From an optimization exercise on the open Yosys and OpenROAD flow, aimed at small area, a short achievable clock period and few clock cycles per item; shortcuts taken in it are not production practice.
RTL that was checked went through simulation tests only; none was proved equivalent to the original.

== the previous run ==
Design tea_core, start of the top module:
module tea_core #(parameter integer ARCH = 1) (
    input  wire        clk,
    input  wire        rst,           
    input  wire        in_valid,
    output wire        in_ready,
    input  wire        in_decrypt,    
    input  wire [63:0] in_key,
    input  wire [63:0] in_block,
    output wire        out_valid,
    input  wire        out_ready,
    output wire [63:0] out_block
);
==> flow/config.mk <==
export PLATFORM = sky130hd
export DESIGN_NAME = tea_core
export DESIGN_NICKNAME = tea_core
export VERILOG_FILES = /design/flow/design.v
export SDC_FILE = /design/flow/constraint.sdc
export NUM_CORES = 4
export LEC_CHECK = 0
export ABC_AREA = 1
export CAP_MARGIN = 20
export CORE_MARGIN = 2
export CORE_UTILIZATION = 40
export CTS_BUF_LIST = sky130_fd_sc_hd__clkbuf_4 sky130_fd_sc_hd__clkbuf_8
export SLEW_MARGIN = 20
==> flow/constraint.sdc <==
create_clock -name core_clock -period 12.0 [get_ports {clk}]
set_input_delay 2.4000 -clock core_clock [delete_from_list [all_inputs] [get_ports {clk}]]
set_output_delay 2.4000 -clock core_clock [all_outputs]
set_load 0.01 [all_outputs]
standard.sh (not shown) runs the stock make flow with config.mk's settings and CLKGATE_MAP_FILE= SYNTH_SCRIPT=/design/flow/synth_recipe.tcl, a recipe that flattens the netlist after the stock synthesis.
==> flow/flow/run.sh <==
#!/bin/bash
# Standard ORFS layout, with 1x port buffers and a timing-repair target
# tighter than the clock (the clock and the SDC are unchanged).
set -euo pipefail
bash standard.sh synth > synth.log 2>&1
bash standard.sh SETUP_SLACK_MARGIN=6.5 BUFFER_PORTS_ARGS="-buffer_cell sky130_fd_sc_hd__buf_1" finish > layout.log 2>&1
Testbench counts of the previous run, summed over its fixed seeds: cycles 67,562, items 1,024.
Edits applied to the flow inputs when going from the previous run to the current run:
--- a/flow/flow/run.sh
+++ b/flow/flow/run.sh
@@ -5,2 +5,2 @@
 bash standard.sh synth > synth.log 2>&1
-bash standard.sh SETUP_SLACK_MARGIN=6.5 BUFFER_PORTS_ARGS="-buffer_cell sky130_fd_sc_hd__buf_1" finish > layout.log 2>&1
+bash standard.sh SETUP_SLACK_MARGIN=7 BUFFER_PORTS_ARGS="-buffer_cell sky130_fd_sc_hd__buf_1" finish > layout.log 2>&1
==> comparison <==
- The current run vs the previous run: met3 capacity usage during global routing up in the current run
- The current run vs the previous run: detail-routed net length per standard cell up by a few percent
- Between the current run and the previous run, worst setup slack is higher for the current run, the previous run comes in under that.
- The current run finished every step from synthesis to the final layout, and the layout passed the timing, design-rule and antenna checks.
- Against the previous run, HPWL reported at the end of detailed placement in the current run rose slightly.
- The current run: measured slew at the worst slew-check pin is 40 ps higher than what the previous run reported.
- Comparing the current run with the previous run, the die boundary width came out essentially unchanged.
- The previous run -> the current run: count of fill cells added during filler insertion increased slightly
- Looking only at top fanout value on the critical path, and setting everything else aside, the higher value of the current run and the previous run goes to the previous run.

* * *

Another version of the RTL of tea_core (not shown whole).
Size in the first run: roughly 1300 cells after synthesis, ~170 flip-flops, ~13000 um^2 of cells after synthesis.
export LEC_CHECK = 0
export ABC_AREA = 0
export CAP_MARGIN = 20
export CORE_MARGIN = 2
export CORE_UTILIZATION = 40
export SLEW_MARGIN = 20
create_clock -name core_clock -period 12.0 [get_ports {clk}]
==> flow/flow/run.sh <==
#!/bin/bash
# Standard ORFS layout, with 1x port buffers and a timing-repair target
# tighter than the clock (the clock and the SDC are unchanged).
set -euo pipefail
bash standard.sh synth > synth.log 2>&1
bash standard.sh SETUP_SLACK_MARGIN=8 BUFFER_PORTS_ARGS="-buffer_cell sky130_fd_sc_hd__buf_1" finish > layout.log 2>&1
Edit:
==> flow/flow/run.sh (replaced) <==
#!/bin/bash
# Standard ORFS layout, with 1x port buffers and a timing-repair target
# tighter than the clock (the clock and the SDC are unchanged).
set -euo pipefail
bash standard.sh synth > synth.log 2>&1
bash standard.sh SETUP_SLACK_MARGIN=9 BUFFER_PORTS_ARGS="-buffer_cell sky130_fd_sc_hd__buf_1" finish > layout.log 2>&1
ABC_AREA = 1   (was 0)
Effect:
- wire length came out higher by about 4.5%
- worst setup slack is better by 0.66 ns
- die area came out higher by 1.5%
- synthesized area came out higher by about 1.5%
Edit:
==> flow/flow/run.sh (replaced) <==
#!/bin/bash
# Standard ORFS layout, with 1x port buffers and a timing-repair target
# tighter than the clock (the clock and the SDC are unchanged).
set -euo pipefail
bash standard.sh synth > synth.log 2>&1
bash standard.sh SETUP_SLACK_MARGIN=8 BUFFER_PORTS_ARGS="-buffer_cell sky130_fd_sc_hd__buf_1" finish > layout.log 2>&1
After rerunning: Routed wire length went down by 4.3%. Fmax fell by 0.61%. Count of clock-buffer cells in the layout stays the same.
Function was not checked in any run of this note: the RTL went through the layout flow alone.

* * *

Setup of wip/garnet:
tea_core, a different RTL version from the one above (not shown whole).
Size: ~1400 cells after synthesis, ~170 flip-flops, ~200 I/O pins, roughly 0.013 mm2 of cells after synthesis.
## tea_core
module tea_core #(parameter integer ARCH = 1) (
    input  wire        clk,
    input  wire        rst,           
    input  wire        in_valid,
    output wire        in_ready,
    input  wire        in_decrypt,    
    input  wire [63:0] in_key,
    input  wire [63:0] in_block,
    output wire        out_valid,
    input  wire        out_ready,
    output wire [63:0] out_block
);
export LEC_CHECK = 0
export ABC_AREA = 1
export CAP_MARGIN = 20
export CORE_MARGIN = 2
export CORE_UTILIZATION = 40
export CTS_BUF_LIST = sky130_fd_sc_hd__clkbuf_4 sky130_fd_sc_hd__clkbuf_8
export SLEW_MARGIN = 20
create_clock -name core_clock -period 12.0 [get_ports {clk}]
==> flow/flow/run.sh <==
#!/bin/bash
# Standard ORFS layout, with 1x port buffers and a timing-repair target
# tighter than the clock (the clock and the SDC are unchanged).
set -euo pipefail
bash standard.sh synth > synth.log 2>&1
bash standard.sh SETUP_SLACK_MARGIN=6 BUFFER_PORTS_ARGS="-buffer_cell sky130_fd_sc_hd__buf_1" finish > layout.log 2>&1
wip/garnet reached the end of the flow, and the finished layout is clean on the timing, design-rule and antenna checks.
Testbench counts of wip/garnet, summed over its fixed seeds: cycles 67,562, items 1,024.
#### Input delta (wip/sierra over wip/garnet)
- swapping 40 for 60 in CORE_UTILIZATION
- clearing CTS_BUF_LIST, which used to be sky130_fd_sc_hd__clkbuf_4 sky130_fd_sc_hd__clkbuf_8
--- a/flow/flow/run.sh
+++ b/flow/flow/run.sh
@@ -4,3 +4,3 @@
 set -euo pipefail
 bash standard.sh synth > synth.log 2>&1
-bash standard.sh SETUP_SLACK_MARGIN=6 BUFFER_PORTS_ARGS="-buffer_cell sky130_fd_sc_hd__buf_1" finish > layout.log 2>&1
+bash standard.sh SETUP_SLACK_MARGIN=7 BUFFER_PORTS_ARGS="-buffer_cell sky130_fd_sc_hd__buf_1" finish > layout.log 2>&1
[summary]
Relative to wip/garnet, worst hold path stage count decreased by 1 in wip/sierra.
wip/sierra vs wip/garnet on actual slew at the worst max-slew pin: wip/sierra is the lower one.
Going from wip/garnet to wip/sierra, number of instances in the placed design shrinks by about 8%.
The lower final clock period utilization by the worst path of wip/garnet and wip/sierra is in wip/sierra.
Detailed route wirelength on metal2 was lower in the run labelled wip/garnet.
wip/sierra: core region area about 33% below wip/garnet
Total detailed-routing wirelength of wip/sierra exceeds that of wip/garnet slightly.
There was hardly any difference in multi-input combinational gate total between wip/sierra and wip/garnet.
In wip/sierra, non-filler instance count after layout is lower than in wip/garnet.
Re number of cells on the critical path: wip/garnet and wip/sierra aren't equal, and the lower value belongs to wip/sierra.
Taking wip/garnet as the reference point, the combined buffer and inverter count along the critical path of wip/sierra rises by 1.
Changes in wip/xenon relative to wip/sierra:
- changing CORE_UTILIZATION from 60 to 40
==> flow/run.sh (new file) <==
#!/bin/bash
# synth_recipe.tcl (not shown) runs the flow's synth.tcl, then flattens the netlist and writes it again
# the make line also repeats each setting of config.mk as NAME=value (left out here)
make -C /OpenROAD-flow-scripts/flow DESIGN_CONFIG=/design/flow/config.mk WORK_HOME=/design/flow/orfs CLKGATE_MAP_FILE= SYNTH_SCRIPT=/design/flow/synth_recipe.tcl finish
removed: flow/flow/run.sh
removed: flow/standard.sh
==> notes.md <==
- Compared to wip/sierra, wip/xenon reaches a lower achievable clock.
- When the final numbers for wip/sierra and wip/xenon were put side by side, the wire length of the first global-routing pass turned out to be greater in wip/xenon.
- ~same wire length in wip/sierra and wip/xenon
- The area occupied by multi-input gates in wip/xenon sits 420 um2 below the value recorded for wip/sierra.
- Global routing usage summed across all routing layers (wip/xenon over wip/sierra): decrease, 9.6 points
- Changes observed in wip/xenon relative to wip/sierra: count of plain and timing-repair buffers down 18%; fraction of standard cell area that is sequential down 1.4 points; worst hold path stage count up 1.
Input changes introduced in wip/lagoon (baseline for comparison: wip/xenon):
- CTS_BUF_LIST: unset -> sky130_fd_sc_hd__clkbuf_4 sky130_fd_sc_hd__clkbuf_8
==> flow/flow/run.sh (new file) <==
#!/bin/bash
# Standard ORFS layout, with 1x port buffers and a timing-repair target
# tighter than the clock (the clock and the SDC are unchanged).
set -euo pipefail
bash standard.sh synth > synth.log 2>&1
bash standard.sh SETUP_SLACK_MARGIN=6.5 BUFFER_PORTS_ARGS="-buffer_cell sky130_fd_sc_hd__buf_1" finish > layout.log 2>&1
==> flow/standard.sh (new file) <==
#!/bin/bash
# synth_recipe.tcl (not shown) runs the flow's synth.tcl, then flattens the netlist and writes it again
# the make line also repeats each setting of config.mk as NAME=value (left out here)
make -C /OpenROAD-flow-scripts/flow DESIGN_CONFIG=/design/flow/config.mk WORK_HOME=/design/flow/orfs CLKGATE_MAP_FILE= SYNTH_SCRIPT=/design/flow/synth_recipe.tcl "${@:-finish}"
removed: flow/run.sh
--- outcome ---
- Between wip/lagoon and wip/xenon, it is wip/lagoon whose wire length the detailed router placed on met1 is higher, by 2.0%.
- STATUS first-iteration DRC count: wip/lagoon loses against wip/xenon
- Compared with wip/xenon, in wip/lagoon final cycle utilization of the critical path decreased by 6.4 points relative to the old numbers, latest clock arrival within the worst-skew pair increased by 0.06 ns relative to the old numbers, wire length closely matched the old numbers, clock-buffer cell count decreased by 5 relative to the old numbers.
- Number of global-route vias before repair shrinks slightly when moving from wip/xenon to wip/lagoon.

static timing again, ports no longer ideal:
How much do the figures lean on ideal ports? The routed layouts below were timed once more, with nothing changed but the port constraints. Step 1 assumes that a clkbuf_16 drives the clock port and a buf_2 every other input. Step 2 moves the port delays by t, midway between the first and last clock arrival at a register: inputs arrive t later, outputs are due t later. That takes back most of the time a late clock gives input paths. Three values: ideal ports, drivers, drivers and shift; two values: the first two.
run	t, ns	setup WS [ns]	clock arrival spread, ns
the previous run	0.552	6.744 / 6.722 / 6.722	0.017 / 0.016
the current run	0.540	6.785 / 6.746 / 6.746	0.023 / 0.023
the first run of note 2	0.499	6.094 / 6.094 / 6.094	0.015 / 0.016
the second run of note 2	0.495	6.753 / 6.753 / 6.753	0.011 / 0.011
the third run of note 2	0.504	6.721 / 6.721 / 6.721	0.015 / 0.015
wip/garnet	0.541	6.487 / 6.487 / 6.487	0.018 / 0.018
wip/sierra	0.492	6.642 / 6.642 / 6.642	0.019 / 0.019
wip/xenon	0.496	5.939 / 5.914 / 5.914	0.013 / 0.013
wip/lagoon	0.547	6.712 / 6.687 / 6.687	0.016 / 0.016
After both steps every run listed still meets setup and hold. The setup slack of the current run, which loses most, moves by -0.039 ns with the drivers and by -0.039 ns with both steps.
